What follows belongs to an exercise in optimizing a design on an open flow for small area; a production flow would make more cautious choices. The RTL was checked by simulation tests, not by an equivalence proof against the original design. No activity file was given, so power comes from the tool's default toggle rates. No driver is modelled on the clock port, so clocking that relies on it looks cheaper here than on a real chip.

File: design/flow/config.mk
export PLATFORM = sky130hd
export DESIGN_NAME = av2_rx_engine
export DESIGN_NICKNAME = av2_rx_engine
export VERILOG_FILES = /design/flow/design.v
export SDC_FILE = /design/flow/constraint.sdc
export NUM_CORES = 4
export LEC_CHECK = 0
export CAP_MARGIN = 20
export CORE_MARGIN = 2
export CORE_UTILIZATION = 65
export PLACE_DENSITY = 0.75
export SLEW_MARGIN = 20
export SYNTH_HIERARCHICAL = 1
File: design/flow/constraint.sdc
create_clock -name core_clock -period 10.0 [get_ports {clk}]
set_input_delay 2.0000 -clock core_clock [delete_from_list [all_inputs] [get_ports {clk}]]
set_output_delay 2.0000 -clock core_clock [all_outputs]
set_load 0.01 [all_outputs]
File: design/flow/design.v
module av2_rx_engine (
    input  wire       clk,
    input  wire       rst,           
    input  wire       rx_valid,      
    input  wire [7:0] rx_data,
    input  wire       rx_err,        
    input  wire [7:0] rd_addr,
    output reg  [7:0] rd_data,
    output reg        ev_commit,     
    output wire [2:0] ev_sub,
    output reg        ev_ready,      
    output reg        ev_error,      
    output wire [3:0] ev_err_code
);
    integer i;
    reg [5:0] cnt;
    reg       hbad;         
    reg [2:0] sub;          
    reg       lenok;        
    wire st_ovr = cnt[5] & cnt[0];
    wire st_err = cnt[5] & cnt[1];
    wire st_hold = st_ovr | st_err;
    wire is_eol  = (rx_data == 8'hFF);
    wire dbyte   = rx_valid & ~rx_err & ~is_eol;
    wire eol     = rx_valid & ~rx_err & is_eol;
    wire ws = (rx_data >= 8'h09 && rx_data <= 8'h0D) || rx_data == 8'h20;
    wire hdr_match = (cnt[2:0] == 3'd0 && rx_data == 8'h23) ||
                     (cnt[2:0] == 3'd1 && rx_data == 8'h41) ||
                     (cnt[2:0] == 3'd2 && rx_data == 8'h56) ||
                     (cnt[2:0] == 3'd3 && rx_data == 8'h32) ||
                     (cnt[2:0] == 3'd4 && rx_data == 8'h20);
    reg [2:0] code_sub;
    always @* begin
        case (rx_data)
            8'h69: code_sub = 3'd0;
            8'h6A: code_sub = 3'd1;
            8'h6B: code_sub = 3'd2;
            8'h6C: code_sub = 3'd3;
            8'h6D: code_sub = 3'd4;
            8'h6E: code_sub = 3'd5;
            default: code_sub = 3'd7;
        endcase
    end
    reg past_thr;
    always @* begin
        case (sub)
            3'd0: past_thr = (cnt >= 6'd10);
            3'd1: past_thr = (cnt >= 6'd18);
            3'd2: past_thr = (cnt >= 6'd27);
            3'd3: past_thr = (cnt >= 6'd7);
            3'd4: past_thr = (cnt >= 6'd8);
            default: past_thr = (cnt >= 6'd5);
        endcase
    end
    wire c_sys = (sub == 3'd0);
    wire c_inp = (sub == 3'd1);
    wire c_spk = (sub == 3'd2);
    wire c_grp = c_sys | (sub == 3'd3) | (sub == 3'd4);    
    wire hdr_ok = (cnt >= 6'd5) & ~hbad & ~st_hold;
    wire known  = (cnt >= 6'd6) & ~st_hold & (sub[2:1] != 2'b11);
    wire commit = eol & hdr_ok & known & lenok;
    wire err1   = eol & ~st_hold & ~hdr_ok;
    wire err6   = eol & hdr_ok & known & ~lenok;
    wire err7   = eol & st_ovr;
    reg [5:0] progress;
    reg [1:0] ev_e;         
    wire ready = &progress[4:0];
    assign ev_sub      = sub;
    assign ev_err_code = {1'b0, ev_e[1], ev_e[1] | ev_e[0], ~ev_e[1] | ev_e[0]};
    wire [5:0] prog_new = progress | (6'd1 << sub);
    always @(posedge clk) begin
        if (rst) begin
            cnt <= 6'd0;
        end else if (rx_err) begin
            cnt <= 6'd34;
        end else if (rx_valid) begin
            if (is_eol)
                cnt <= 6'd0;
            else if (!st_hold)
                cnt <= cnt + 6'd1;
        end
        if (dbyte) begin
            if (cnt[5:3] == 3'd0 && (cnt[2:0] <= 3'd4))
                hbad <= (hbad & (cnt[2:0] != 3'd0)) | ~hdr_match;
            if (cnt == 6'd5) begin
                sub   <= code_sub;
                lenok <= (rx_data == 8'h6E);
            end else if (!ws && past_thr) begin
                lenok <= 1'b1;
            end
        end
        ev_commit <= ~rst & commit;
        ev_error  <= ~rst & (rx_err | err1 | err6 | err7);
        ev_ready  <= ~rst & commit & ~ready & (&prog_new[4:0]);
        if (rx_err)     ev_e <= 2'd1;
        else if (err7)  ev_e <= 2'd3;
        else if (err6)  ev_e <= 2'd2;
        else            ev_e <= 2'd0;
        if (rst)
            progress <= 6'd0;
        else if (commit)
            progress <= prog_new;
    end
    reg [2:0] stg_s [0:3];
    reg [1:0] stg_c;
    reg [7:0] stg_d [0:7];
    reg [5:0] stg_l [0:7];
    wire [2:0] w_size;
    wire       w_nz;
    wire [5:0] w_l;
    av2_rx_wdec u_wdec (.b(rx_data), .lab_mode(c_inp), .size(w_size), .nz(w_nz), .l6(w_l));
    wire [3:0]  en_s;
    wire [1:0]  en_c;
    wire [7:0]  en_d, en_l;
    av2_rx_slot_en u_slot_en (.cnt(cnt), .wr(rx_valid), .c_grp(c_grp), .c_inp(c_inp),
        .en_s(en_s), .en_c(en_c), .en_d(en_d), .en_l(en_l));
    always @(posedge clk) begin
        for (i = 0; i < 4; i = i + 1)
            if (en_s[i]) stg_s[i] <= w_size;
        for (i = 0; i < 2; i = i + 1)
            if (en_c[i]) stg_c[i] <= w_nz;
        for (i = 0; i < 8; i = i + 1) begin
            if (en_d[i]) stg_d[i] <= rx_data;
            if (en_l[i]) stg_l[i] <= w_l;
        end
    end
    reg [7:0] sys_flags, sys_mode, sys_vol;
    reg [5:0] sys_decode;                       
    reg [4:0] inp_label [0:9];                  
    reg       inp_panorama;
    reg [7:0] inp_width, inp_depth;
    reg [2:0] spk_size [0:3];
    reg [1:0] spk_cfg;
    reg [7:0] spk_dist [0:7];
    reg [5:0] spk_level [0:7];                  
    reg [7:0] sw_major, sw_minor;
    reg [7:0] fw_major, fw_minor, fw_patch;
    function [4:0] lab5(input [7:0] b);
        lab5 = (b <= 8'd20) ? b[4:0] : 5'h1F;
    endfunction
    wire [7:0] s_mode_b = stg_d[1];
    wire [3:0] s_input  = (s_mode_b[3:0] >= 4'd1 && s_mode_b[3:0] <= 4'd11) ? s_mode_b[3:0] : 4'd0;
    wire [7:0] s_dec_b  = stg_d[3];
    wire [5:0] s_dec    = (s_dec_b <= 8'd23 || (s_dec_b >= 8'd48 && s_dec_b <= 8'd55)) ?
                          s_dec_b[5:0] : 6'h3F;
    wire cm_sys = commit & (sub == 3'd0);
    wire cm_inp = commit & (sub == 3'd1);
    wire cm_spk = commit & (sub == 3'd2);
    wire cm_swv = commit & (sub == 3'd3);
    wire cm_fwv = commit & (sub == 3'd4);
    always @(posedge clk) begin
        if (cm_sys) begin
            sys_flags  <= stg_d[0];
            sys_mode   <= {s_mode_b[7:4], s_input};
            sys_vol    <= stg_d[2];
            sys_decode <= s_dec;
        end
        if (cm_inp) begin
            for (i = 0; i < 8; i = i + 1)
                inp_label[i] <= stg_l[i][4:0];
            inp_label[8]  <= lab5(stg_d[2]);
            inp_label[9]  <= lab5(stg_d[3]);
            inp_panorama  <= (stg_d[4] != 8'd0);
            inp_width     <= stg_d[5];
            inp_depth     <= stg_d[6];
        end
        if (cm_spk) begin
            for (i = 0; i < 4; i = i + 1)
                spk_size[i] <= stg_s[i];
            spk_cfg <= stg_c;
            for (i = 0; i < 8; i = i + 1) begin
                spk_dist[i]  <= stg_d[i];
                spk_level[i] <= stg_l[i];
            end
        end
        if (cm_swv) begin
            sw_major <= stg_d[0];
            sw_minor <= stg_d[1];
        end
        if (cm_fwv) begin
            fw_major <= stg_d[0];
            fw_minor <= stg_d[1];
            fw_patch <= stg_d[2];
        end
    end
    wire        s_prog, s_dec_rst;
    wire [3:0]  s_sys;
    wire [12:0] s_inp;
    wire [4:0]  s_spk;
    wire [7:0]  s_dist, s_lvl;
    wire [1:0]  s_sw;
    wire [2:0]  s_fw;
    av2_rx_rd_dec u_rd_dec (
        .rd_addr(rd_addr), .progress(progress),
        .s_prog(s_prog), .s_dec_rst(s_dec_rst), .s_sys(s_sys), .s_inp(s_inp),
        .s_spk(s_spk), .s_dist(s_dist), .s_lvl(s_lvl), .s_sw(s_sw), .s_fw(s_fw));
    wire [7:0] rd_w;
    av2_rx_rd_mux u_rd_mux (
        .s_prog(s_prog), .s_dec_rst(s_dec_rst), .s_sys(s_sys), .s_inp(s_inp),
        .s_spk(s_spk), .s_dist(s_dist), .s_lvl(s_lvl), .s_sw(s_sw), .s_fw(s_fw),
        .ready(ready), .progress(progress),
        .sys_flags(sys_flags), .sys_mode(sys_mode), .sys_vol(sys_vol), .sys_decode(sys_decode),
        .inp_label({inp_label[9], inp_label[8], inp_label[7], inp_label[6], inp_label[5],
                    inp_label[4], inp_label[3], inp_label[2], inp_label[1], inp_label[0]}),
        .inp_panorama(inp_panorama), .inp_width(inp_width), .inp_depth(inp_depth),
        .spk_size({spk_size[3], spk_size[2], spk_size[1], spk_size[0]}), .spk_cfg(spk_cfg),
        .spk_dist({spk_dist[7], spk_dist[6], spk_dist[5], spk_dist[4],
                   spk_dist[3], spk_dist[2], spk_dist[1], spk_dist[0]}),
        .spk_level({spk_level[7], spk_level[6], spk_level[5], spk_level[4],
                    spk_level[3], spk_level[2], spk_level[1], spk_level[0]}),
        .sw_major(sw_major), .sw_minor(sw_minor),
        .fw_major(fw_major), .fw_minor(fw_minor), .fw_patch(fw_patch),
        .rd_data(rd_w));
    always @* rd_data = rd_w;
endmodule
module av2_rx_rd_dec (
    input  wire [7:0]  rd_addr,
    input  wire [5:0]  progress,
    output wire        s_prog,       
    output wire        s_dec_rst,    
    output wire [3:0]  s_sys,        
    output wire [12:0] s_inp,        
    output wire [4:0]  s_spk,        
    output wire [7:0]  s_dist,       
    output wire [7:0]  s_lvl,        
    output wire [1:0]  s_sw,         
    output wire [2:0]  s_fw          
);
    wire [15:0] l_n;
    wire [5:0]  g_n;    
    av2_rx_rd_pre u_pre (.rd_addr(rd_addr), .progress(progress), .l_n(l_n), .g_n(g_n),
                         .s_prog(s_prog), .s_dec_rst(s_dec_rst));
    av2_rx_nor2 u_s_sys_0 (.a(g_n[0]), .b(l_n[0]), .y(s_sys[0]));
    av2_rx_nor2 u_s_sys_1 (.a(g_n[0]), .b(l_n[1]), .y(s_sys[1]));
    av2_rx_nor2 u_s_sys_2 (.a(g_n[0]), .b(l_n[2]), .y(s_sys[2]));
    av2_rx_nor2 u_s_sys_3 (.a(g_n[0]), .b(l_n[3]), .y(s_sys[3]));
    av2_rx_nor2 u_s_inp_0 (.a(g_n[1]), .b(l_n[0]), .y(s_inp[0]));
    av2_rx_nor2 u_s_inp_1 (.a(g_n[1]), .b(l_n[1]), .y(s_inp[1]));
    av2_rx_nor2 u_s_inp_2 (.a(g_n[1]), .b(l_n[2]), .y(s_inp[2]));
    av2_rx_nor2 u_s_inp_3 (.a(g_n[1]), .b(l_n[3]), .y(s_inp[3]));
    av2_rx_nor2 u_s_inp_4 (.a(g_n[1]), .b(l_n[4]), .y(s_inp[4]));
    av2_rx_nor2 u_s_inp_5 (.a(g_n[1]), .b(l_n[5]), .y(s_inp[5]));
    av2_rx_nor2 u_s_inp_6 (.a(g_n[1]), .b(l_n[6]), .y(s_inp[6]));
    av2_rx_nor2 u_s_inp_7 (.a(g_n[1]), .b(l_n[7]), .y(s_inp[7]));
    av2_rx_nor2 u_s_inp_8 (.a(g_n[1]), .b(l_n[8]), .y(s_inp[8]));
    av2_rx_nor2 u_s_inp_9 (.a(g_n[1]), .b(l_n[9]), .y(s_inp[9]));
    av2_rx_nor2 u_s_inp_10 (.a(g_n[1]), .b(l_n[10]), .y(s_inp[10]));
    av2_rx_nor2 u_s_inp_11 (.a(g_n[1]), .b(l_n[11]), .y(s_inp[11]));
    av2_rx_nor2 u_s_inp_12 (.a(g_n[1]), .b(l_n[12]), .y(s_inp[12]));
    av2_rx_nor2 u_s_spk_0 (.a(g_n[2]), .b(l_n[0]), .y(s_spk[0]));
    av2_rx_nor2 u_s_spk_1 (.a(g_n[2]), .b(l_n[1]), .y(s_spk[1]));
    av2_rx_nor2 u_s_spk_2 (.a(g_n[2]), .b(l_n[2]), .y(s_spk[2]));
    av2_rx_nor2 u_s_spk_3 (.a(g_n[2]), .b(l_n[3]), .y(s_spk[3]));
    av2_rx_nor2 u_s_spk_4 (.a(g_n[2]), .b(l_n[4]), .y(s_spk[4]));
    av2_rx_nor2 u_s_dist_0 (.a(g_n[2]), .b(l_n[8]), .y(s_dist[0]));
    av2_rx_nor2 u_s_dist_1 (.a(g_n[2]), .b(l_n[9]), .y(s_dist[1]));
    av2_rx_nor2 u_s_dist_2 (.a(g_n[2]), .b(l_n[10]), .y(s_dist[2]));
    av2_rx_nor2 u_s_dist_3 (.a(g_n[2]), .b(l_n[11]), .y(s_dist[3]));
    av2_rx_nor2 u_s_dist_4 (.a(g_n[2]), .b(l_n[12]), .y(s_dist[4]));
    av2_rx_nor2 u_s_dist_5 (.a(g_n[2]), .b(l_n[13]), .y(s_dist[5]));
    av2_rx_nor2 u_s_dist_6 (.a(g_n[2]), .b(l_n[14]), .y(s_dist[6]));
    av2_rx_nor2 u_s_dist_7 (.a(g_n[2]), .b(l_n[15]), .y(s_dist[7]));
    av2_rx_nor2 u_s_lvl_0 (.a(g_n[3]), .b(l_n[0]), .y(s_lvl[0]));
    av2_rx_nor2 u_s_lvl_1 (.a(g_n[3]), .b(l_n[1]), .y(s_lvl[1]));
    av2_rx_nor2 u_s_lvl_2 (.a(g_n[3]), .b(l_n[2]), .y(s_lvl[2]));
    av2_rx_nor2 u_s_lvl_3 (.a(g_n[3]), .b(l_n[3]), .y(s_lvl[3]));
    av2_rx_nor2 u_s_lvl_4 (.a(g_n[3]), .b(l_n[4]), .y(s_lvl[4]));
    av2_rx_nor2 u_s_lvl_5 (.a(g_n[3]), .b(l_n[5]), .y(s_lvl[5]));
    av2_rx_nor2 u_s_lvl_6 (.a(g_n[3]), .b(l_n[6]), .y(s_lvl[6]));
    av2_rx_nor2 u_s_lvl_7 (.a(g_n[3]), .b(l_n[7]), .y(s_lvl[7]));
    av2_rx_nor2 u_s_sw_0 (.a(g_n[4]), .b(l_n[0]), .y(s_sw[0]));
    av2_rx_nor2 u_s_sw_1 (.a(g_n[4]), .b(l_n[1]), .y(s_sw[1]));
    av2_rx_nor2 u_s_fw_0 (.a(g_n[5]), .b(l_n[8]), .y(s_fw[0]));
    av2_rx_nor2 u_s_fw_1 (.a(g_n[5]), .b(l_n[9]), .y(s_fw[1]));
    av2_rx_nor2 u_s_fw_2 (.a(g_n[5]), .b(l_n[10]), .y(s_fw[2]));
endmodule
module av2_rx_rd_pre (
    input  wire [7:0]  rd_addr,
    input  wire [5:0]  progress,
    output wire [15:0] l_n,
    output wire [5:0]  g_n,
    output wire        s_prog,
    output wire        s_dec_rst
);
    wire [15:0] h = 16'd1 << rd_addr[7:4];
    assign l_n = ~(16'd1 << rd_addr[3:0]);
    assign g_n = ~{h[5] & progress[4], h[5] & progress[3], h[4] & progress[2],
                   h[3] & progress[2], h[2] & progress[1], h[1] & progress[0]};
    assign s_prog    = h[0] & ~l_n[0];
    assign s_dec_rst = h[1] & ~l_n[3] & ~progress[0];
endmodule
module av2_rx_rd_mux (
    input  wire        s_prog, s_dec_rst,
    input  wire [3:0]  s_sys,
    input  wire [12:0] s_inp,
    input  wire [4:0]  s_spk,
    input  wire [7:0]  s_dist, s_lvl,
    input  wire [1:0]  s_sw,
    input  wire [2:0]  s_fw,
    input  wire        ready,
    input  wire [5:0]  progress,
    input  wire [7:0]  sys_flags, sys_mode, sys_vol,
    input  wire [5:0]  sys_decode,
    input  wire [49:0] inp_label,
    input  wire        inp_panorama,
    input  wire [7:0]  inp_width, inp_depth,
    input  wire [11:0] spk_size,
    input  wire [1:0]  spk_cfg,
    input  wire [63:0] spk_dist,
    input  wire [47:0] spk_level,
    input  wire [7:0]  sw_major, sw_minor, fw_major, fw_minor, fw_patch,
    output wire [7:0]  rd_data
);
    wire n1;
    av2_rx_aoi222 u_n1 (.a0(s_inp[0]), .b0(inp_label[0]), .a1(s_inp[1]), .b1(inp_label[5]), .a2(s_inp[2]), .b2(inp_label[10]), .y(n1));
    wire n2;
    av2_rx_aoi222 u_n2 (.a0(s_inp[3]), .b0(inp_label[15]), .a1(s_inp[4]), .b1(inp_label[20]), .a2(s_inp[5]), .b2(inp_label[25]), .y(n2));
    wire n3;
    av2_rx_aoi222 u_n3 (.a0(s_inp[6]), .b0(inp_label[30]), .a1(s_inp[7]), .b1(inp_label[35]), .a2(s_inp[8]), .b2(inp_label[40]), .y(n3));
    wire n4;
    av2_rx_nand2 u_n4 (.a(s_inp[9]), .b(inp_label[45]), .y(n4));
    wire p5;
    av2_rx_nand4 u_p5 (.a(n1), .b(n2), .c(n3), .d(n4), .y(p5));
    wire o6 = p5;
    wire n7;
    av2_rx_aoi222 u_n7 (.a0(s_inp[0]), .b0(inp_label[1]), .a1(s_inp[1]), .b1(inp_label[6]), .a2(s_inp[2]), .b2(inp_label[11]), .y(n7));
    wire n8;
    av2_rx_aoi222 u_n8 (.a0(s_inp[3]), .b0(inp_label[16]), .a1(s_inp[4]), .b1(inp_label[21]), .a2(s_inp[5]), .b2(inp_label[26]), .y(n8));
    wire n9;
    av2_rx_aoi222 u_n9 (.a0(s_inp[6]), .b0(inp_label[31]), .a1(s_inp[7]), .b1(inp_label[36]), .a2(s_inp[8]), .b2(inp_label[41]), .y(n9));
    wire n10;
    av2_rx_nand2 u_n10 (.a(s_inp[9]), .b(inp_label[46]), .y(n10));
    wire p11;
    av2_rx_nand4 u_p11 (.a(n7), .b(n8), .c(n9), .d(n10), .y(p11));
    wire o12 = p11;
    wire n13;
    av2_rx_aoi222 u_n13 (.a0(s_inp[0]), .b0(inp_label[2]), .a1(s_inp[1]), .b1(inp_label[7]), .a2(s_inp[2]), .b2(inp_label[12]), .y(n13));
    wire n14;
    av2_rx_aoi222 u_n14 (.a0(s_inp[3]), .b0(inp_label[17]), .a1(s_inp[4]), .b1(inp_label[22]), .a2(s_inp[5]), .b2(inp_label[27]), .y(n14));
    wire n15;
    av2_rx_aoi222 u_n15 (.a0(s_inp[6]), .b0(inp_label[32]), .a1(s_inp[7]), .b1(inp_label[37]), .a2(s_inp[8]), .b2(inp_label[42]), .y(n15));
    wire n16;
    av2_rx_nand2 u_n16 (.a(s_inp[9]), .b(inp_label[47]), .y(n16));
    wire p17;
    av2_rx_nand4 u_p17 (.a(n13), .b(n14), .c(n15), .d(n16), .y(p17));
    wire o18 = p17;
    wire n19;
    av2_rx_aoi222 u_n19 (.a0(s_inp[0]), .b0(inp_label[3]), .a1(s_inp[1]), .b1(inp_label[8]), .a2(s_inp[2]), .b2(inp_label[13]), .y(n19));
    wire n20;
    av2_rx_aoi222 u_n20 (.a0(s_inp[3]), .b0(inp_label[18]), .a1(s_inp[4]), .b1(inp_label[23]), .a2(s_inp[5]), .b2(inp_label[28]), .y(n20));
    wire n21;
    av2_rx_aoi222 u_n21 (.a0(s_inp[6]), .b0(inp_label[33]), .a1(s_inp[7]), .b1(inp_label[38]), .a2(s_inp[8]), .b2(inp_label[43]), .y(n21));
    wire n22;
    av2_rx_nand2 u_n22 (.a(s_inp[9]), .b(inp_label[48]), .y(n22));
    wire p23;
    av2_rx_nand4 u_p23 (.a(n19), .b(n20), .c(n21), .d(n22), .y(p23));
    wire o24 = p23;
    wire n25;
    av2_rx_aoi222 u_n25 (.a0(s_inp[0]), .b0(inp_label[4]), .a1(s_inp[1]), .b1(inp_label[9]), .a2(s_inp[2]), .b2(inp_label[14]), .y(n25));
    wire n26;
    av2_rx_aoi222 u_n26 (.a0(s_inp[3]), .b0(inp_label[19]), .a1(s_inp[4]), .b1(inp_label[24]), .a2(s_inp[5]), .b2(inp_label[29]), .y(n26));
    wire n27;
    av2_rx_aoi222 u_n27 (.a0(s_inp[6]), .b0(inp_label[34]), .a1(s_inp[7]), .b1(inp_label[39]), .a2(s_inp[8]), .b2(inp_label[44]), .y(n27));
    wire n28;
    av2_rx_nand2 u_n28 (.a(s_inp[9]), .b(inp_label[49]), .y(n28));
    wire p29;
    av2_rx_nand4 u_p29 (.a(n25), .b(n26), .c(n27), .d(n28), .y(p29));
    wire o30 = p29;
    wire lab_ff = o6 & o12 & o18 & o24 & o30;
    wire n31;
    av2_rx_aoi222 u_n31 (.a0(s_lvl[0]), .b0(spk_level[0]), .a1(s_lvl[1]), .b1(spk_level[6]), .a2(s_lvl[2]), .b2(spk_level[12]), .y(n31));
    wire n32;
    av2_rx_aoi222 u_n32 (.a0(s_lvl[3]), .b0(spk_level[18]), .a1(s_lvl[4]), .b1(spk_level[24]), .a2(s_lvl[5]), .b2(spk_level[30]), .y(n32));
    wire n33;
    av2_rx_nand2 u_n33 (.a(s_lvl[6]), .b(spk_level[36]), .y(n33));
    wire n34;
    av2_rx_nand2 u_n34 (.a(s_lvl[7]), .b(spk_level[42]), .y(n34));
    wire p35;
    av2_rx_nand4 u_p35 (.a(n31), .b(n32), .c(n33), .d(n34), .y(p35));
    wire o36 = p35;
    wire n37;
    av2_rx_aoi222 u_n37 (.a0(s_lvl[0]), .b0(spk_level[1]), .a1(s_lvl[1]), .b1(spk_level[7]), .a2(s_lvl[2]), .b2(spk_level[13]), .y(n37));
    wire n38;
    av2_rx_aoi222 u_n38 (.a0(s_lvl[3]), .b0(spk_level[19]), .a1(s_lvl[4]), .b1(spk_level[25]), .a2(s_lvl[5]), .b2(spk_level[31]), .y(n38));
    wire n39;
    av2_rx_nand2 u_n39 (.a(s_lvl[6]), .b(spk_level[37]), .y(n39));
    wire n40;
    av2_rx_nand2 u_n40 (.a(s_lvl[7]), .b(spk_level[43]), .y(n40));
    wire p41;
    av2_rx_nand4 u_p41 (.a(n37), .b(n38), .c(n39), .d(n40), .y(p41));
    wire o42 = p41;
    wire n43;
    av2_rx_aoi222 u_n43 (.a0(s_lvl[0]), .b0(spk_level[2]), .a1(s_lvl[1]), .b1(spk_level[8]), .a2(s_lvl[2]), .b2(spk_level[14]), .y(n43));
    wire n44;
    av2_rx_aoi222 u_n44 (.a0(s_lvl[3]), .b0(spk_level[20]), .a1(s_lvl[4]), .b1(spk_level[26]), .a2(s_lvl[5]), .b2(spk_level[32]), .y(n44));
    wire n45;
    av2_rx_nand2 u_n45 (.a(s_lvl[6]), .b(spk_level[38]), .y(n45));
    wire n46;
    av2_rx_nand2 u_n46 (.a(s_lvl[7]), .b(spk_level[44]), .y(n46));
    wire p47;
    av2_rx_nand4 u_p47 (.a(n43), .b(n44), .c(n45), .d(n46), .y(p47));
    wire o48 = p47;
    wire n49;
    av2_rx_aoi222 u_n49 (.a0(s_lvl[0]), .b0(spk_level[3]), .a1(s_lvl[1]), .b1(spk_level[9]), .a2(s_lvl[2]), .b2(spk_level[15]), .y(n49));
    wire n50;
    av2_rx_aoi222 u_n50 (.a0(s_lvl[3]), .b0(spk_level[21]), .a1(s_lvl[4]), .b1(spk_level[27]), .a2(s_lvl[5]), .b2(spk_level[33]), .y(n50));
    wire n51;
    av2_rx_nand2 u_n51 (.a(s_lvl[6]), .b(spk_level[39]), .y(n51));
    wire n52;
    av2_rx_nand2 u_n52 (.a(s_lvl[7]), .b(spk_level[45]), .y(n52));
    wire p53;
    av2_rx_nand4 u_p53 (.a(n49), .b(n50), .c(n51), .d(n52), .y(p53));
    wire o54 = p53;
    wire n55;
    av2_rx_aoi222 u_n55 (.a0(s_lvl[0]), .b0(spk_level[4]), .a1(s_lvl[1]), .b1(spk_level[10]), .a2(s_lvl[2]), .b2(spk_level[16]), .y(n55));
    wire n56;
    av2_rx_aoi222 u_n56 (.a0(s_lvl[3]), .b0(spk_level[22]), .a1(s_lvl[4]), .b1(spk_level[28]), .a2(s_lvl[5]), .b2(spk_level[34]), .y(n56));
    wire n57;
    av2_rx_nand2 u_n57 (.a(s_lvl[6]), .b(spk_level[40]), .y(n57));
    wire n58;
    av2_rx_nand2 u_n58 (.a(s_lvl[7]), .b(spk_level[46]), .y(n58));
    wire p59;
    av2_rx_nand4 u_p59 (.a(n55), .b(n56), .c(n57), .d(n58), .y(p59));
    wire o60 = p59;
    wire n61;
    av2_rx_aoi222 u_n61 (.a0(s_lvl[0]), .b0(spk_level[5]), .a1(s_lvl[1]), .b1(spk_level[11]), .a2(s_lvl[2]), .b2(spk_level[17]), .y(n61));
    wire n62;
    av2_rx_aoi222 u_n62 (.a0(s_lvl[3]), .b0(spk_level[23]), .a1(s_lvl[4]), .b1(spk_level[29]), .a2(s_lvl[5]), .b2(spk_level[35]), .y(n62));
    wire n63;
    av2_rx_nand2 u_n63 (.a(s_lvl[6]), .b(spk_level[41]), .y(n63));
    wire n64;
    av2_rx_nand2 u_n64 (.a(s_lvl[7]), .b(spk_level[47]), .y(n64));
    wire p65;
    av2_rx_nand4 u_p65 (.a(n61), .b(n62), .c(n63), .d(n64), .y(p65));
    wire o66 = p65;
    wire dec_ff = &sys_decode;
    wire n67;
    av2_rx_aoi222 u_n67 (.a0(s_prog), .b0(progress[0]), .a1(s_sys[0]), .b1(sys_flags[0]), .a2(s_sys[1]), .b2(sys_mode[0]), .y(n67));
    wire n68;
    av2_rx_aoi222 u_n68 (.a0(s_sys[2]), .b0(sys_vol[0]), .a1(s_sys[3]), .b1(sys_decode[0]), .a2(s_inp[10]), .b2(inp_panorama), .y(n68));
    wire n69;
    av2_rx_aoi222 u_n69 (.a0(s_inp[11]), .b0(inp_width[0]), .a1(s_inp[12]), .b1(inp_depth[0]), .a2(s_spk[0]), .b2(spk_size[0]), .y(n69));
    wire n70;
    av2_rx_aoi222 u_n70 (.a0(s_spk[1]), .b0(spk_size[3]), .a1(s_spk[2]), .b1(spk_size[6]), .a2(s_spk[3]), .b2(spk_size[9]), .y(n70));
    wire n71;
    av2_rx_aoi222 u_n71 (.a0(s_spk[4]), .b0(spk_cfg[0]), .a1(s_dist[0]), .b1(spk_dist[0]), .a2(s_dist[1]), .b2(spk_dist[8]), .y(n71));
    wire n72;
    av2_rx_aoi222 u_n72 (.a0(s_dist[2]), .b0(spk_dist[16]), .a1(s_dist[3]), .b1(spk_dist[24]), .a2(s_dist[4]), .b2(spk_dist[32]), .y(n72));
    wire n73;
    av2_rx_aoi222 u_n73 (.a0(s_dist[5]), .b0(spk_dist[40]), .a1(s_dist[6]), .b1(spk_dist[48]), .a2(s_dist[7]), .b2(spk_dist[56]), .y(n73));
    wire n74;
    av2_rx_aoi222 u_n74 (.a0(s_sw[0]), .b0(sw_major[0]), .a1(s_sw[1]), .b1(sw_minor[0]), .a2(s_fw[0]), .b2(fw_major[0]), .y(n74));
    wire n75;
    av2_rx_nand2 u_n75 (.a(s_fw[1]), .b(fw_minor[0]), .y(n75));
    wire n76;
    av2_rx_nand2 u_n76 (.a(s_fw[2]), .b(fw_patch[0]), .y(n76));
    wire p77;
    av2_rx_nand4 u_p77 (.a(n67), .b(n68), .c(n69), .d(n70), .y(p77));
    wire p78;
    av2_rx_nand4 u_p78 (.a(n71), .b(n72), .c(n73), .d(n74), .y(p78));
    wire p79;
    av2_rx_nand2 u_p79 (.a(n75), .b(n76), .y(p79));
    wire o80 = s_dec_rst | o6 | o36 | p77 | p78 | p79;
    assign rd_data[0] = o80;
    wire n81;
    av2_rx_aoi222 u_n81 (.a0(s_prog), .b0(progress[1]), .a1(s_sys[0]), .b1(sys_flags[1]), .a2(s_sys[1]), .b2(sys_mode[1]), .y(n81));
    wire n82;
    av2_rx_aoi222 u_n82 (.a0(s_sys[2]), .b0(sys_vol[1]), .a1(s_sys[3]), .b1(sys_decode[1]), .a2(s_inp[11]), .b2(inp_width[1]), .y(n82));
    wire n83;
    av2_rx_aoi222 u_n83 (.a0(s_inp[12]), .b0(inp_depth[1]), .a1(s_spk[0]), .b1(spk_size[1]), .a2(s_spk[1]), .b2(spk_size[4]), .y(n83));
    wire n84;
    av2_rx_aoi222 u_n84 (.a0(s_spk[2]), .b0(spk_size[7]), .a1(s_spk[3]), .b1(spk_size[10]), .a2(s_spk[4]), .b2(spk_cfg[1]), .y(n84));
    wire n85;
    av2_rx_aoi222 u_n85 (.a0(s_dist[0]), .b0(spk_dist[1]), .a1(s_dist[1]), .b1(spk_dist[9]), .a2(s_dist[2]), .b2(spk_dist[17]), .y(n85));
    wire n86;
    av2_rx_aoi222 u_n86 (.a0(s_dist[3]), .b0(spk_dist[25]), .a1(s_dist[4]), .b1(spk_dist[33]), .a2(s_dist[5]), .b2(spk_dist[41]), .y(n86));
    wire n87;
    av2_rx_aoi222 u_n87 (.a0(s_dist[6]), .b0(spk_dist[49]), .a1(s_dist[7]), .b1(spk_dist[57]), .a2(s_sw[0]), .b2(sw_major[1]), .y(n87));
    wire n88;
    av2_rx_aoi222 u_n88 (.a0(s_sw[1]), .b0(sw_minor[1]), .a1(s_fw[0]), .b1(fw_major[1]), .a2(s_fw[1]), .b2(fw_minor[1]), .y(n88));
    wire n89;
    av2_rx_nand2 u_n89 (.a(s_fw[2]), .b(fw_patch[1]), .y(n89));
    wire p90;
    av2_rx_nand4 u_p90 (.a(n81), .b(n82), .c(n83), .d(n84), .y(p90));
    wire p91;
    av2_rx_nand4 u_p91 (.a(n85), .b(n86), .c(n87), .d(n88), .y(p91));
    wire o92 = s_dec_rst | o12 | o42 | p90 | p91 | ~n89;
    assign rd_data[1] = o92;
    wire n93;
    av2_rx_aoi222 u_n93 (.a0(s_prog), .b0(progress[2]), .a1(s_sys[0]), .b1(sys_flags[2]), .a2(s_sys[1]), .b2(sys_mode[2]), .y(n93));
    wire n94;
    av2_rx_aoi222 u_n94 (.a0(s_sys[2]), .b0(sys_vol[2]), .a1(s_sys[3]), .b1(sys_decode[2]), .a2(s_inp[11]), .b2(inp_width[2]), .y(n94));
    wire n95;
    av2_rx_aoi222 u_n95 (.a0(s_inp[12]), .b0(inp_depth[2]), .a1(s_spk[0]), .b1(spk_size[2]), .a2(s_spk[1]), .b2(spk_size[5]), .y(n95));
    wire n96;
    av2_rx_aoi222 u_n96 (.a0(s_spk[2]), .b0(spk_size[8]), .a1(s_spk[3]), .b1(spk_size[11]), .a2(s_dist[0]), .b2(spk_dist[2]), .y(n96));
    wire n97;
    av2_rx_aoi222 u_n97 (.a0(s_dist[1]), .b0(spk_dist[10]), .a1(s_dist[2]), .b1(spk_dist[18]), .a2(s_dist[3]), .b2(spk_dist[26]), .y(n97));
    wire n98;
    av2_rx_aoi222 u_n98 (.a0(s_dist[4]), .b0(spk_dist[34]), .a1(s_dist[5]), .b1(spk_dist[42]), .a2(s_dist[6]), .b2(spk_dist[50]), .y(n98));
    wire n99;
    av2_rx_aoi222 u_n99 (.a0(s_dist[7]), .b0(spk_dist[58]), .a1(s_sw[0]), .b1(sw_major[2]), .a2(s_sw[1]), .b2(sw_minor[2]), .y(n99));
    wire n100;
    av2_rx_aoi222 u_n100 (.a0(s_fw[0]), .b0(fw_major[2]), .a1(s_fw[1]), .b1(fw_minor[2]), .a2(s_fw[2]), .b2(fw_patch[2]), .y(n100));
    wire p101;
    av2_rx_nand4 u_p101 (.a(n93), .b(n94), .c(n95), .d(n96), .y(p101));
    wire p102;
    av2_rx_nand4 u_p102 (.a(n97), .b(n98), .c(n99), .d(n100), .y(p102));
    wire o103 = s_dec_rst | o18 | o48 | p101 | p102;
    assign rd_data[2] = o103;
    wire n104;
    av2_rx_aoi222 u_n104 (.a0(s_prog), .b0(progress[3]), .a1(s_sys[0]), .b1(sys_flags[3]), .a2(s_sys[1]), .b2(sys_mode[3]), .y(n104));
    wire n105;
    av2_rx_aoi222 u_n105 (.a0(s_sys[2]), .b0(sys_vol[3]), .a1(s_sys[3]), .b1(sys_decode[3]), .a2(s_inp[11]), .b2(inp_width[3]), .y(n105));
    wire n106;
    av2_rx_aoi222 u_n106 (.a0(s_inp[12]), .b0(inp_depth[3]), .a1(s_dist[0]), .b1(spk_dist[3]), .a2(s_dist[1]), .b2(spk_dist[11]), .y(n106));
    wire n107;
    av2_rx_aoi222 u_n107 (.a0(s_dist[2]), .b0(spk_dist[19]), .a1(s_dist[3]), .b1(spk_dist[27]), .a2(s_dist[4]), .b2(spk_dist[35]), .y(n107));
    wire n108;
    av2_rx_aoi222 u_n108 (.a0(s_dist[5]), .b0(spk_dist[43]), .a1(s_dist[6]), .b1(spk_dist[51]), .a2(s_dist[7]), .b2(spk_dist[59]), .y(n108));
    wire n109;
    av2_rx_aoi222 u_n109 (.a0(s_sw[0]), .b0(sw_major[3]), .a1(s_sw[1]), .b1(sw_minor[3]), .a2(s_fw[0]), .b2(fw_major[3]), .y(n109));
    wire n110;
    av2_rx_nand2 u_n110 (.a(s_fw[1]), .b(fw_minor[3]), .y(n110));
    wire n111;
    av2_rx_nand2 u_n111 (.a(s_fw[2]), .b(fw_patch[3]), .y(n111));
    wire p112;
    av2_rx_nand4 u_p112 (.a(n104), .b(n105), .c(n106), .d(n107), .y(p112));
    wire p113;
    av2_rx_nand4 u_p113 (.a(n108), .b(n109), .c(n110), .d(n111), .y(p113));
    wire o114 = s_dec_rst | o24 | o54 | p112 | p113;
    assign rd_data[3] = o114;
    wire n115;
    av2_rx_aoi222 u_n115 (.a0(s_prog), .b0(progress[4]), .a1(s_sys[0]), .b1(sys_flags[4]), .a2(s_sys[1]), .b2(sys_mode[4]), .y(n115));
    wire n116;
    av2_rx_aoi222 u_n116 (.a0(s_sys[2]), .b0(sys_vol[4]), .a1(s_sys[3]), .b1(sys_decode[4]), .a2(s_inp[11]), .b2(inp_width[4]), .y(n116));
    wire n117;
    av2_rx_aoi222 u_n117 (.a0(s_inp[12]), .b0(inp_depth[4]), .a1(s_dist[0]), .b1(spk_dist[4]), .a2(s_dist[1]), .b2(spk_dist[12]), .y(n117));
    wire n118;
    av2_rx_aoi222 u_n118 (.a0(s_dist[2]), .b0(spk_dist[20]), .a1(s_dist[3]), .b1(spk_dist[28]), .a2(s_dist[4]), .b2(spk_dist[36]), .y(n118));
    wire n119;
    av2_rx_aoi222 u_n119 (.a0(s_dist[5]), .b0(spk_dist[44]), .a1(s_dist[6]), .b1(spk_dist[52]), .a2(s_dist[7]), .b2(spk_dist[60]), .y(n119));
    wire n120;
    av2_rx_aoi222 u_n120 (.a0(s_sw[0]), .b0(sw_major[4]), .a1(s_sw[1]), .b1(sw_minor[4]), .a2(s_fw[0]), .b2(fw_major[4]), .y(n120));
    wire n121;
    av2_rx_nand2 u_n121 (.a(s_fw[1]), .b(fw_minor[4]), .y(n121));
    wire n122;
    av2_rx_nand2 u_n122 (.a(s_fw[2]), .b(fw_patch[4]), .y(n122));
    wire p123;
    av2_rx_nand4 u_p123 (.a(n115), .b(n116), .c(n117), .d(n118), .y(p123));
    wire p124;
    av2_rx_nand4 u_p124 (.a(n119), .b(n120), .c(n121), .d(n122), .y(p124));
    wire o125 = s_dec_rst | o30 | o60 | p123 | p124;
    assign rd_data[4] = o125;
    wire n126;
    av2_rx_aoi222 u_n126 (.a0(s_prog), .b0(progress[5]), .a1(s_sys[0]), .b1(sys_flags[5]), .a2(s_sys[1]), .b2(sys_mode[5]), .y(n126));
    wire n127;
    av2_rx_aoi222 u_n127 (.a0(s_sys[2]), .b0(sys_vol[5]), .a1(s_sys[3]), .b1(sys_decode[5]), .a2(s_inp[11]), .b2(inp_width[5]), .y(n127));
    wire n128;
    av2_rx_aoi222 u_n128 (.a0(s_inp[12]), .b0(inp_depth[5]), .a1(s_dist[0]), .b1(spk_dist[5]), .a2(s_dist[1]), .b2(spk_dist[13]), .y(n128));
    wire n129;
    av2_rx_aoi222 u_n129 (.a0(s_dist[2]), .b0(spk_dist[21]), .a1(s_dist[3]), .b1(spk_dist[29]), .a2(s_dist[4]), .b2(spk_dist[37]), .y(n129));
    wire n130;
    av2_rx_aoi222 u_n130 (.a0(s_dist[5]), .b0(spk_dist[45]), .a1(s_dist[6]), .b1(spk_dist[53]), .a2(s_dist[7]), .b2(spk_dist[61]), .y(n130));
    wire n131;
    av2_rx_aoi222 u_n131 (.a0(s_sw[0]), .b0(sw_major[5]), .a1(s_sw[1]), .b1(sw_minor[5]), .a2(s_fw[0]), .b2(fw_major[5]), .y(n131));
    wire n132;
    av2_rx_nand2 u_n132 (.a(s_fw[1]), .b(fw_minor[5]), .y(n132));
    wire n133;
    av2_rx_nand2 u_n133 (.a(s_fw[2]), .b(fw_patch[5]), .y(n133));
    wire p134;
    av2_rx_nand4 u_p134 (.a(n126), .b(n127), .c(n128), .d(n129), .y(p134));
    wire p135;
    av2_rx_nand4 u_p135 (.a(n130), .b(n131), .c(n132), .d(n133), .y(p135));
    wire o136 = s_dec_rst | lab_ff | o66 | p134 | p135;
    assign rd_data[5] = o136;
    wire n137;
    av2_rx_aoi222 u_n137 (.a0(s_sys[0]), .b0(sys_flags[6]), .a1(s_sys[1]), .b1(sys_mode[6]), .a2(s_sys[2]), .b2(sys_vol[6]), .y(n137));
    wire n138;
    av2_rx_aoi222 u_n138 (.a0(s_sys[3]), .b0(dec_ff), .a1(s_inp[11]), .b1(inp_width[6]), .a2(s_inp[12]), .b2(inp_depth[6]), .y(n138));
    wire n139;
    av2_rx_aoi222 u_n139 (.a0(s_dist[0]), .b0(spk_dist[6]), .a1(s_dist[1]), .b1(spk_dist[14]), .a2(s_dist[2]), .b2(spk_dist[22]), .y(n139));
    wire n140;
    av2_rx_aoi222 u_n140 (.a0(s_dist[3]), .b0(spk_dist[30]), .a1(s_dist[4]), .b1(spk_dist[38]), .a2(s_dist[5]), .b2(spk_dist[46]), .y(n140));
    wire n141;
    av2_rx_aoi222 u_n141 (.a0(s_dist[6]), .b0(spk_dist[54]), .a1(s_dist[7]), .b1(spk_dist[62]), .a2(s_sw[0]), .b2(sw_major[6]), .y(n141));
    wire n142;
    av2_rx_aoi222 u_n142 (.a0(s_sw[1]), .b0(sw_minor[6]), .a1(s_fw[0]), .b1(fw_major[6]), .a2(s_fw[1]), .b2(fw_minor[6]), .y(n142));
    wire n143;
    av2_rx_nand2 u_n143 (.a(s_fw[2]), .b(fw_patch[6]), .y(n143));
    wire p144;
    av2_rx_nand4 u_p144 (.a(n137), .b(n138), .c(n139), .d(n140), .y(p144));
    wire p145;
    av2_rx_nand3 u_p145 (.a(n141), .b(n142), .c(n143), .y(p145));
    wire o146 = s_dec_rst | lab_ff | o66 | p144 | p145;
    assign rd_data[6] = o146;
    wire n147;
    av2_rx_aoi222 u_n147 (.a0(s_prog), .b0(ready), .a1(s_sys[0]), .b1(sys_flags[7]), .a2(s_sys[1]), .b2(sys_mode[7]), .y(n147));
    wire n148;
    av2_rx_aoi222 u_n148 (.a0(s_sys[2]), .b0(sys_vol[7]), .a1(s_sys[3]), .b1(dec_ff), .a2(s_inp[11]), .b2(inp_width[7]), .y(n148));
    wire n149;
    av2_rx_aoi222 u_n149 (.a0(s_inp[12]), .b0(inp_depth[7]), .a1(s_dist[0]), .b1(spk_dist[7]), .a2(s_dist[1]), .b2(spk_dist[15]), .y(n149));
    wire n150;
    av2_rx_aoi222 u_n150 (.a0(s_dist[2]), .b0(spk_dist[23]), .a1(s_dist[3]), .b1(spk_dist[31]), .a2(s_dist[4]), .b2(spk_dist[39]), .y(n150));
    wire n151;
    av2_rx_aoi222 u_n151 (.a0(s_dist[5]), .b0(spk_dist[47]), .a1(s_dist[6]), .b1(spk_dist[55]), .a2(s_dist[7]), .b2(spk_dist[63]), .y(n151));
    wire n152;
    av2_rx_aoi222 u_n152 (.a0(s_sw[0]), .b0(sw_major[7]), .a1(s_sw[1]), .b1(sw_minor[7]), .a2(s_fw[0]), .b2(fw_major[7]), .y(n152));
    wire n153;
    av2_rx_nand2 u_n153 (.a(s_fw[1]), .b(fw_minor[7]), .y(n153));
    wire n154;
    av2_rx_nand2 u_n154 (.a(s_fw[2]), .b(fw_patch[7]), .y(n154));
    wire p155;
    av2_rx_nand4 u_p155 (.a(n147), .b(n148), .c(n149), .d(n150), .y(p155));
    wire p156;
    av2_rx_nand4 u_p156 (.a(n151), .b(n152), .c(n153), .d(n154), .y(p156));
    wire o157 = s_dec_rst | lab_ff | o66 | p155 | p156;
    assign rd_data[7] = o157;
endmodule
module av2_rx_aoi222 (input wire a0, b0, a1, b1, a2, b2, output wire y);
    assign y = ~((a0 & b0) | (a1 & b1) | (a2 & b2));
endmodule
module av2_rx_nand2 (input wire a, b, output wire y);
    assign y = ~(a & b);
endmodule
module av2_rx_nand3 (input wire a, b, c, output wire y);
    assign y = ~(a & b & c);
endmodule
module av2_rx_nand4 (input wire a, b, c, d, output wire y);
    assign y = ~(a & b & c & d);
endmodule
module av2_rx_nor2 (input wire a, b, output wire y);
    assign y = ~(a | b);
endmodule
module av2_rx_wdec (
    input  wire [7:0] b,
    input  wire       lab_mode,    
    output wire [2:0] size,        
    output wire       nz,          
    output wire [5:0] l6           
);
    wire [4:0] label = (b <= 8'd20) ? b[4:0] : 5'h1F;
    wire [7:0] lraw  = (b > 8'd60) ? 8'd60 : b;
    wire [7:0] lvl   = lraw - 8'd30;
    assign size = (b >= 8'd1 && b <= 8'd4) ? b[2:0] : 3'd0;
    assign nz   = (b != 8'd0);
    assign l6   = lab_mode ? {1'b0, label} : lvl[5:0];
endmodule
module av2_rx_slot_en (
    input  wire [5:0] cnt,
    input  wire       wr,
    input  wire       c_grp,
    input  wire       c_inp,
    output reg  [3:0] en_s,
    output reg  [1:0] en_c,
    output reg  [7:0] en_d,
    output reg  [7:0] en_l
);
    integer i;
    always @* begin
        for (i = 0; i < 4; i = i + 1) en_s[i] = wr & (cnt == 6 + i);
        en_c[0] = wr & (cnt == 6'd10);
        en_c[1] = wr & (cnt == 6'd11);
        en_d[0] = wr & ((cnt == 6'd6)  | ((cnt == 6'd12) & ~c_grp));
        en_d[1] = wr & ((cnt == 6'd7)  | ((cnt == 6'd13) & ~c_grp));
        en_d[2] = wr & ((cnt == 6'd8)  | ((cnt == 6'd14) & ~c_grp));
        en_d[3] = wr & ((cnt == 6'd10) | ((cnt == 6'd15) & ~c_grp));
        for (i = 4; i < 8; i = i + 1) en_d[i] = wr & (cnt == 12 + i);
        for (i = 0; i < 8; i = i + 1) en_l[i] = wr & ((cnt == 6 + i) | ((cnt == 20 + i) & ~c_inp));
    end
endmodule
File: design/flow/flow/run.sh
#!/bin/bash
# Layout flow: the standard flow (standard.sh, unchanged synthesis) with
# two layout choices changed:
#  - port buffers use the smallest buffer cell (sky130_fd_sc_hd__buf_1);
#  - clock tree synthesis inserts no dummy loads.
# All of make's output goes to flow_make.log in the work folder; ORFS keeps
# each tool's own log under orfs/logs/.
set -euo pipefail
export BUFFER_PORTS_ARGS="-buffer_cell sky130_fd_sc_hd__buf_1"
export CTS_ARGS="-sink_clustering_enable -repair_clock_nets -sink_clustering_size 32 -sink_clustering_max_diameter 120 -dont_use_dummy_load"
bash standard.sh finish > flow_make.log 2>&1
File: design/flow/standard.sh
#!/bin/bash
# synth_recipe.tcl (not shown) runs the flow's synth.tcl, then flattens the netlist and writes it again
# the make line also repeats each setting of config.mk as NAME=value (left out here)
make -C /OpenROAD-flow-scripts/flow DESIGN_CONFIG=/design/flow/config.mk WORK_HOME=/design/flow/orfs CLKGATE_MAP_FILE= SYNTH_SCRIPT=/design/flow/synth_recipe.tcl "${@:-finish}"
==> results of run 1 <==
[layer usage]
layer  track usage  up-vias  part of all wire
met3        0.0747       77              0.14
li1              -     3948                 -
met5             0        -           0.00052
met1         0.438     4500              0.37
met4        0.0913        4             0.032
met2         0.473      681              0.46
[per-module statistics from Yosys (local to each module, per instance), a selection]
module | cells | flops+latches | copies in the design
av2_rx_nand2 | 1 | 0 | 30
av2_rx_slot_en | 51 | 0 | 1
av2_rx_aoi222 | 1 | 0 | 81
av2_rx_wdec | 39 | 0 | 1
av2_rx_nor2 | 1 | 0 | 43
av2_rx_engine | 608 | 411 | 1
av2_rx_rd_mux | 34 | 0 | 1
av2_rx_nand4 | 1 | 0 | 26
[cells in the mapped netlist, drive strengths merged (3+ instances only)]
library cell / number / area (um2)
a21boi: 4 / 30.0
a21oi: 10 / 53.8
a222oi: 81 / 811
a31oi: 4 / 25.0
and2b: 4 / 31.3
and4bb: 3 / 37.5
buf: 22 / 150
clkbuf: 4 / 16.3
dfxtp: 17 / 340
edfxtp: 394 / 11800
ha: 5 / 62.6
inv: 16 / 60.1
nand2: 81 / 304
nand2b: 6 / 37.5
nand3: 23 / 120
nand3b: 5 / 37.5
nand4: 35 / 219
nand4b: 4 / 35.0
nor2: 86 / 325
nor2b: 8 / 50.1
nor3: 26 / 135
nor3b: 4 / 35.0
nor4: 13 / 109
o211ai: 3 / 22.5
o21a: 3 / 22.5
o21ai: 15 / 78.8
o22ai: 3 / 18.8
o2bb2ai: 3 / 26.3
o32ai: 4 / 35.0
or2: 15 / 93.8
or3: 6 / 47.5
or4: 4 / 30.0
[worst max path at each step]
stage               slack (ns)          to  depth (start not counted)
floorplan                 1.25  spk_cfg[0]                          6
global placement          3.36  rd_data[6]                          9
detailed placement        3.34  rd_data[7]                          9
CTS                       3.33  rd_data[7]                          9
global route              3.01  rd_data[1]                          9
finish                    3.02  rd_data[1]                          9
[cells in the final DEF (no fill, tap or decap), drive strengths merged, types with 3 or more instances in the layout]
cell type  netlist  final
a21boi           4      4
a21oi           10     10
a222oi          81     81
a31oi            4      4
and2b            4      4
and4bb           3      3
buf             22     52
clkbuf           4     16
dfxtp           17     17
edfxtp         394    394
ha               5      5
inv             16     16
nand2           81     81
nand2b           6      6
nand3           23     23
nand3b           5      5
nand4           35     35
nand4b           4      4
nor2            86     86
nor2b            8      8
nor3            26     26
nor3b            4      4
nor4            13     13
o211ai           3      3
o21a             3      3
o21ai           15     15
o22ai            3      3
o2bb2ai          3      3
o32ai            4      4
or2             15     15
or3              6      6
or4              4      4
[stage by stage]
step                worst slack (ns)  hold WS (ns)  instances  power [mW]
global route                    3.01         0.436       1310        2.74
finish                          3.02         0.415       1311        2.67
global placement                3.36         0.400       1293        1.96
floorplan                       1.25         0.400        948        1.93
CTS                             3.33         0.427       1309        2.68
detailed placement              3.34         0.405       1293        1.96
[where the power goes]
group          internal, mW  switching (mW)  leakage [nW]
combinational        0.0158          0.0405          1.00
clock                 0.292           0.454         0.197
sequential             1.86         0.00402          3.65
[cell type report]
| cell class | instances | area [um2] | area share |
|---|---|---|---|
| multi-input combinational | 494 | 3200 | 0.194 |
| sequential | 411 | 12200 | 0.738 |
| tap | 319 | 399 | 0.0242 |
| antenna | 2 | 5.00 | 0.000303 |
| timing repair buffer | 52 | 255 | 0.0155 |
| inverter | 17 | 63.8 | 0.00387 |
| clock buffer | 16 | 400 | 0.0243 |
[cell families (layout without fill, tap and decap cells)]
group | count (synthesis) | count (layout) | synth area share
buf+inv | 43 | 85 | 0.0148
fa+ha+maj | 5 | 5 | 0.00402
compound gates | 149 | 149 | 0.0830
xor+xnor | 4 | 4 | 0.00225
other cells | 1 | 3 | 0.000241
flops | 411 | 411 | 0.782
simple gates | 334 | 334 | 0.113
mux | 1 | 1 | 0.000724
[sequential cells by signal, indices dropped and copies added (netlist names), 3 cells and up]
| register | count |
|---|---|
| sys_vol | 8 |
| cnt | 6 |
| fw_major | 8 |
| sub | 3 |
| stg_d | 64 |
| sw_minor | 8 |
| inp_label | 50 |
| sys_flags | 8 |
| progress | 6 |
| stg_l | 48 |
| fw_patch | 8 |
| sw_major | 8 |
| sys_mode | 8 |
| fw_minor | 8 |
| inp_width | 8 |
| spk_size | 12 |
| spk_level | 48 |
| sys_decode | 6 |
| inp_depth | 8 |
| spk_dist | 64 |
| stg_s | 12 |
[critical path: stages]
cell,delay (ns)
sky130_fd_sc_hd__buf_1,0.11
sky130_fd_sc_hd__nor2_1,0.23
sky130_fd_sc_hd__nand4b_1,0.49
sky130_fd_sc_hd__nor2_1,1.10
sky130_fd_sc_hd__a222oi_1,0.46
sky130_fd_sc_hd__nand4_1,0.24
sky130_fd_sc_hd__nor4_2,0.06
sky130_fd_sc_hd__nand3b_1,0.12
sky130_fd_sc_hd__buf_1,0.15
==> key figures, run 1 <==
Place
  – Final weighted congestion in routability-driven placement: 0.937
  – Post-DP HPWL: 26.4 mm
  – Instance area after placement: 16100 um2
  – Quantity of I/O buffers inserted on ports: 36

Timing
  – Time the final worst path needs with I/O delays and setup: 6.98 ns
  – Number of endpoints failing setup at the final stage: 0
  – Transition time at the pin with the least slew margin: 1.21 ns
  – Highest achievable clock rate: 143 MHz
  – Final number of max-transition violations: 0
  – Sum of negative setup slack: 0 ns
  – Final worst-path cycle share: 0.698
  – Setup repair after global routing missed its margin: no
  – Headroom to the max-slew limit: 0.189
  – Worst clock skew: 0.0193 ns
  – Count of final hold-check violations: 0

Pwr
  – Static leakage: 4.85 nW
  – Power density of the placed cells: about 160 nW/um2
  – Worst voltage drop across the vdd grid: 0.127 mV

Logic synthesis
  – EDFF count, synth: 394
  – Share of synthesized registers carrying an async set or reset: 0
  – Register area share after synthesis: 0.782
  – Post-synthesis cell type count: 74
  – Post-synthesis area per instance: 16.4 um2
  – YS warnings: 15
  – Cell Area, Synth: 15600 um2
  – Cells after synthesis: 948
  – Synthesized flop and latch total: 411
  – Predominant post-synthesis flop cell: sky130_fd_sc_hd__edfxtp_1

Routing
  – Antenna Nets Post-Route: 0
  – Number of detailed-routing iterations run before antenna repair: 9
  – DRT iter0 DRCs: 1732
  – Wire length after detailed routing: 38.3 mm
  – Detailed-route DRC error count: 0
  – Number of vias after detailed routing: 9210
  – Detail-routed net length per standard cell: 29.2 um
  – Routed via count divided by cell count: 7.03

Worst setup path
  – Crit end category: output port
  – Critical path peak fanout: 13
  – Req. time, crit path: about 8.0 ns
  – Endpoint of the worst-slack reg-to-reg timing path: spk_level[0][1]
  – R2r setup slk: 5.85 ns
  – Arrival @ worst endpoint: 4.98 ns
  – Beginning of the critical path: rd_addr[6]
  – R2r startpoint: cnt[1]
  – Element type at the critical path start: input port
  – Critical path class: input port to output port
  – Register-to-Register Path Depth: 9

Final layout
  – Final net count: 1017
  – Filler Cells Inserted: 1554
  – Final std cell area, no fill: 16500 um2
  – Final core area utilization: 0.703
  – Fraction of layout cells with a size suffix above 1: 0.0788
  – Syn-to-layout area delta: 6.01%

Clock network
  – Buffers inserted by post-CTS timing repair: 0
  – Largest buffer count on any clock path: 3
  – Post-cts resize count: 0
  – Clock root buffer master: sky130_fd_sc_hd__clkbuf_16
  – Clock tree from TritonCTS: yes
  – Inserted Clock Buffers: 16
  – Clock net sink count: 411
  – Clk slew on worst S/H paths: around 0.1 ns
  – Cts hold-fix bufs: 0
  – Clock latency on the worst-skew pair: 0.52 ns
  – H-tree depth reported by CTS: 1

Global route
  – Number of global-route vias before repair: between 8000 and 9000
  – First-pass GRT wire length: 56.1 mm
  – Maximum number of pins on one net before global-route repair: 71
  – Antenna violations before repair: 4
  – Leftover overflow at the end of global routing: 0
  – All-layer global routing usage: 0.305

Floorplan
  – Placeable core region: 23500 um2
  – Horiz. Die Dim: 159 um
  – Site Rows: 56
  – Top Ports: 38
  – Die H: 159 um
  – Total Die Area: 25200 um2
  – Effective utilization at floorplan: 0.663

Hold path
  – Hold WC Path Type: register to register
  – Start point of the worst hold path: stg_s[1][0]
  – Worst Hold End: spk_size[1][0]
  – Number of cells on the worst hold path: 0

Run status
  – Run status: timing/DRC/antenna clean

Flow run
  – Maxcap violations: 0
==> inputs of run 2 (changes only) <==
==> design/flow/flow/run.sh (replaced) <==
#!/bin/bash
# Layout flow: the standard flow (standard.sh, unchanged synthesis) with
# these layout choices changed:
#  - port buffers use the smallest buffer cell (sky130_fd_sc_hd__buf_1);
#  - clock tree synthesis inserts no dummy loads;
#  - the buffers abc inserted are removed at floorplan (placement is not
#    timing driven, so repair_design alone buffers the netlist).
# All of make's output goes to flow_make.log in the work folder; ORFS keeps
# each tool's own log under orfs/logs/.
set -euo pipefail
export BUFFER_PORTS_ARGS="-buffer_cell sky130_fd_sc_hd__buf_1"
export REMOVE_ABC_BUFFERS=1
export CTS_ARGS="-sink_clustering_enable -repair_clock_nets -sink_clustering_size 32 -sink_clustering_max_diameter 120 -dont_use_dummy_load"
bash standard.sh finish > flow_make.log 2>&1
--- a/design/flow/config.mk
+++ b/design/flow/config.mk
@@ -8,6 +8,7 @@
 export CAP_MARGIN = 20
 export CORE_MARGIN = 2
 export CORE_UTILIZATION = 65
+export GPL_TIMING_DRIVEN = 0
 export PLACE_DENSITY = 0.75
 export SLEW_MARGIN = 20
 export SYNTH_HIERARCHICAL = 1
==> run 2 against run 1 <==
Sequential power hardly changed. Register-to-register slack better by 0.31 ns. Worst hold slack better by 0.011 ns. Global-route usage is 1.6 points lower. Synthesized area stayed put. Via count is 0.54% higher. Design area is 0.91% higher. Non-clock buffer count is 1 lower. Still clean on timing, DRC and antenna. Largest power group unchanged. Power is 0.21% lower.
==> key figures, run 2 <==
Floorplan
  – Horiz. Die Dim: 159 um
  – Placeable core region: 23500 um2
  – Total Die Area: 25200 um2
  – Effective utilization at floorplan: 0.663
  – Top Ports: 38
  – Site Rows: 56
  – Die H: 159 um

Logic synthesis
  – Post-synthesis area per instance: around 16 um2
  – Share of synthesized registers carrying an async set or reset: 0
  – Cells after synthesis: roughly 950
  – Post-synthesis cell type count: 74
  – Synth top cells by count: 394 x sky130_fd_sc_hd__edfxtp_1, 85 x sky130_fd_sc_hd__nor2_1, 81 x sky130_fd_sc_hd__a222oi_1, 81 x sky130_fd_sc_hd__nand2_1, 35 x sky130_fd_sc_hd__nand4_1
  – Cell Area, Synth: 15600 um2
  – Predominant post-synthesis flop cell: sky130_fd_sc_hd__edfxtp_1
  – Post-synth top area share: 0.760
  – Largest family of logic cells by synthesized area: simple AND/OR/NAND/NOR gates
  – Synthesized flop and latch total: 411
  – Adder-cell share of the synthesized area: 0.00402
  – Share of synthesized area spent on multiplexers: 0.000724
  – Complex-gate fraction of the synthesized area: 0.0830
  – YS warnings: 15
  – Most used standard cell by instance count after synthesis: sky130_fd_sc_hd__edfxtp_1
  – Dominant cell type by area after synthesis: sky130_fd_sc_hd__edfxtp_1
  – EDFF count, synth: 394
  – Post-synthesis simple-gate area fraction: 0.113
  – Post-synthesis share of cell area spent on xor and xnor gates: 0.00225
  – Register area share after synthesis: 0.782
  – Cells taking the most area after synthesis: sky130_fd_sc_hd__edfxtp_1 76%, sky130_fd_sc_hd__a222oi_1 5.2%, sky130_fd_sc_hd__dfxtp_1 2.2%

Routing
  – Routed via count divided by cell count: approximately 7.1
  – Number of detailed-routing iterations run before antenna repair: 7
  – Antenna Nets Post-Route: 0
  – Detail-routed net length per standard cell: 27.8 um
  – Number of vias after detailed routing: 9260
  – Detailed-route DRC error count: 0
  – Wire length after detailed routing: ~36 mm
  – DRT iter0 DRCs: 1602

Timing
  – Headroom to the max-slew limit: 0.165
  – Time the final worst path needs with I/O delays and setup: 7.05 ns
  – Count of final hold-check violations: 0
  – Worst clock skew: about 0.020 ns
  – Number of endpoints failing setup at the final stage: 0
  – Final worst-path cycle share: 0.705
  – Highest achievable clock rate: 142 MHz
  – Setup repair after global routing missed its margin: no
  – Final number of max-transition violations: 0
  – Transition time at the pin with the least slew margin: around 1.2 ns

Global route
  – Antenna violations before repair: 2
  – Maximum number of pins on one net before global-route repair: 33
  – Leftover overflow at the end of global routing: 0
  – Number of global-route vias before repair: 8845
  – Highest-utilization routing layer at the global route stage: met2
  – All-layer global routing usage: 0.290
  – Global Route met3 Usage: 0.0695
  – Met1 demand-to-capacity share in global routing: 0.412
  – First-pass GRT wire length: 53.8 mm
  – Global routing usage on met2: 0.442

Final layout
  – Final core area utilization: 0.709
  – Syn-to-layout area delta: 6.97%
  – Fraction of layout cells with a size suffix above 1: 0.0859
  – Post-route non-filler standard cell count: 1309
  – Leading cell type in the layout, fill and taps excluded: sky130_fd_sc_hd__edfxtp_1
  – Most used cells in the layout excluding fill and tap cells: 394 x sky130_fd_sc_hd__edfxtp_1, 82 x sky130_fd_sc_hd__nor2_1, 81 x sky130_fd_sc_hd__nand2_1, 81 x sky130_fd_sc_hd__a222oi_1, 35 x sky130_fd_sc_hd__nand4_1
  – Final net count: between 1000 and 1500
  – Biggest regs: spk_dist (64), stg_d (64), inp_label (50)

Worst setup path
  – Arrival @ worst endpoint: approximately 5 ns
  – Crit end category: output port
  – Critical Path Slowest Stage Cell: sky130_fd_sc_hd__nor2_1
  – Element type at the critical path start: input port
  – Critical-path cell list: buf_1, nor2_1, nand4b_1, nor2_1, a222oi_1, nand4_1, nor4_2, nand3b_1, buf_1
  – Critical path peak fanout: 13
  – Critical path class: input port to output port
  – Worst stage delay on the critical path: around 1.1 ns
  – Req. time, crit path: 8.00 ns

Clock network
  – Clk slew on worst S/H paths: 0.11 ns
  – Clock root buffer master: sky130_fd_sc_hd__clkbuf_16
  – Inserted Clock Buffers: 16
  – Cts hold-fix bufs: 0
  – Clock tree from TritonCTS: yes
  – Buffers inserted by post-CTS timing repair: 0
  – Clock latency on the worst-skew pair: roughly 0.5 ns
  – Clock net sink count: 411
  – Post-cts resize count: 0
  – H-tree depth reported by CTS: 1
  – Largest buffer count on any clock path: 3

Hold path
  – Hold WC Path Type: register to register

Flow run
  – Maxcap violations: 0

Place
  – Cell total after placement: roughly 1300
  – Final weighted congestion in routability-driven placement: 0.930
  – Post-DP HPWL: 25.2 mm
  – Quantity of I/O buffers inserted on ports: 36

Run status
  – Run status: timing/DRC/antenna clean

Pwr
  – Worst voltage drop across the vdd grid: 0.129 mV
  – Power density of the placed cells: around 160 nW/um2
  – Overall Power: 2.66 mW
  – Static leakage: 4.90 nW
[run 2: cell counts after synthesis]
Identical to the previous run, type by type.
[run 2: report_power, final]
group | switching (mW) | internal [mW] | total [mW]
Clock | 0.450 | 0.292 | 0.741
Combinational | 0.0394 | 0.0140 | 0.0534
Sequential | 0.00535 | 1.86 | 1.87
Total | 0.494 | 2.17 | 2.66
[run 2: worst max-delay path, delay by kind of cell]
| family | cells | cell delay (ns) |
|---|---|---|
| buf+inv | 2 | 0.29 |
| simple gates | 6 | 2.40 |
| compound gates | 1 | 0.36 |
[run 2: area by class of cell]
type | count | area, um2
inverter | 17 | 63.8
fill | 1464 | 6830
clock buffer | 16 | 400
sequential | 411 | 12200
antenna | 1 | 2.50
tap | 319 | 399
multi-input combinational | 494 | 3220
timing repair buffer | 51 | 393
[run 2: cells by family (layout without fill, tap and decap cells)]
logic type                 after synthesis  in the layout
buffers and inverters                   43             84
muxes                                    1              1
AOI/OAI and AO/OA                      149            149
DFF                                    411            411
and+or+nand+nor                        334            334
adders and majority gates                5              5
other                                    1              2
xor gates and xnor gates                 4              4
[run 2: path summary, 6_finish.rpt]
kind	slack (ns)	start	to	depth (start not counted)
min reg2reg	0.43	stg_l[7][5]	spk_level[7][5]	0
max reg2reg	6.16	cnt[0]	inp_label[4][3]	9
min	0.43	stg_l[7][5]	spk_level[7][5]	0
max	2.95	rd_addr[6]	rd_data[1]	9
[run 2: per-stage QoR]
stage	hold WS (ns)	setup TNS, ns	cell area (um2)	setup slack [ns]
after floorplan	0.400	0	15400	1.36
after global routing	0.439	0	16600	2.95
after CTS	0.430	0	16600	3.25
after detailed placement	0.405	0	16200	3.24
after global placement	0.401	-333.22	15900	-2.65
final	0.426	0	16600	2.95
[run 2: per-module statistics from Yosys, one instance, submodules excluded, a selection]
module,times used,flops+latches,cells inside
av2_rx_engine,1,411,608
av2_rx_slot_en,1,0,51
av2_rx_wdec,1,0,39
av2_rx_rd_pre,1,0,35
av2_rx_rd_mux,1,0,34
av2_rx_aoi222,81,0,1
av2_rx_nand4,26,0,1
av2_rx_nand3,1,0,1
av2_rx_nand2,30,0,1
av2_rx_nor2,43,0,1
[run 2: per-layer routing]
layer | wire length (um) | vias to the layer above | part of all wire
li1 | - | 3959 | -
met4 | 1520 | 0 | 0.042
met1 | 13400 | 4548 | 0.37
met3 | 4860 | 95 | 0.13
met2 | 16600 | 658 | 0.46
met5 | 0 | - | 0

[what the ideal ports hide]
Ports are ideal in the flow. The routed layouts listed here were re-timed in OpenROAD.
Step 1 assumes that a clkbuf_16 drives the clock port and a buf_2 every other input.
Step 2 moves the port delays by t, midway between the first and last clock arrival at a register: inputs arrive t later, outputs are due t later. That takes back most of the time a late clock gives input paths.
Slacks: no drivers / after step 1 / after step 2; pairs: no drivers / after step 1.
| run | t (ns) | slack for setup (ns) | worst register clock-pin slew, ns |
|---|---|---|---|
| run 1 | 0.555 | 3.021 / 2.959 / 2.959 | 0.12 / 0.12 |
| run 2 | 0.548 | 2.955 / 2.902 / 2.902 | 0.11 / 0.11 |
After both steps every run listed still meets setup and hold. The setup slack of run 1, which loses most, moves by -0.062 ns with the drivers and by -0.062 ns with both steps.
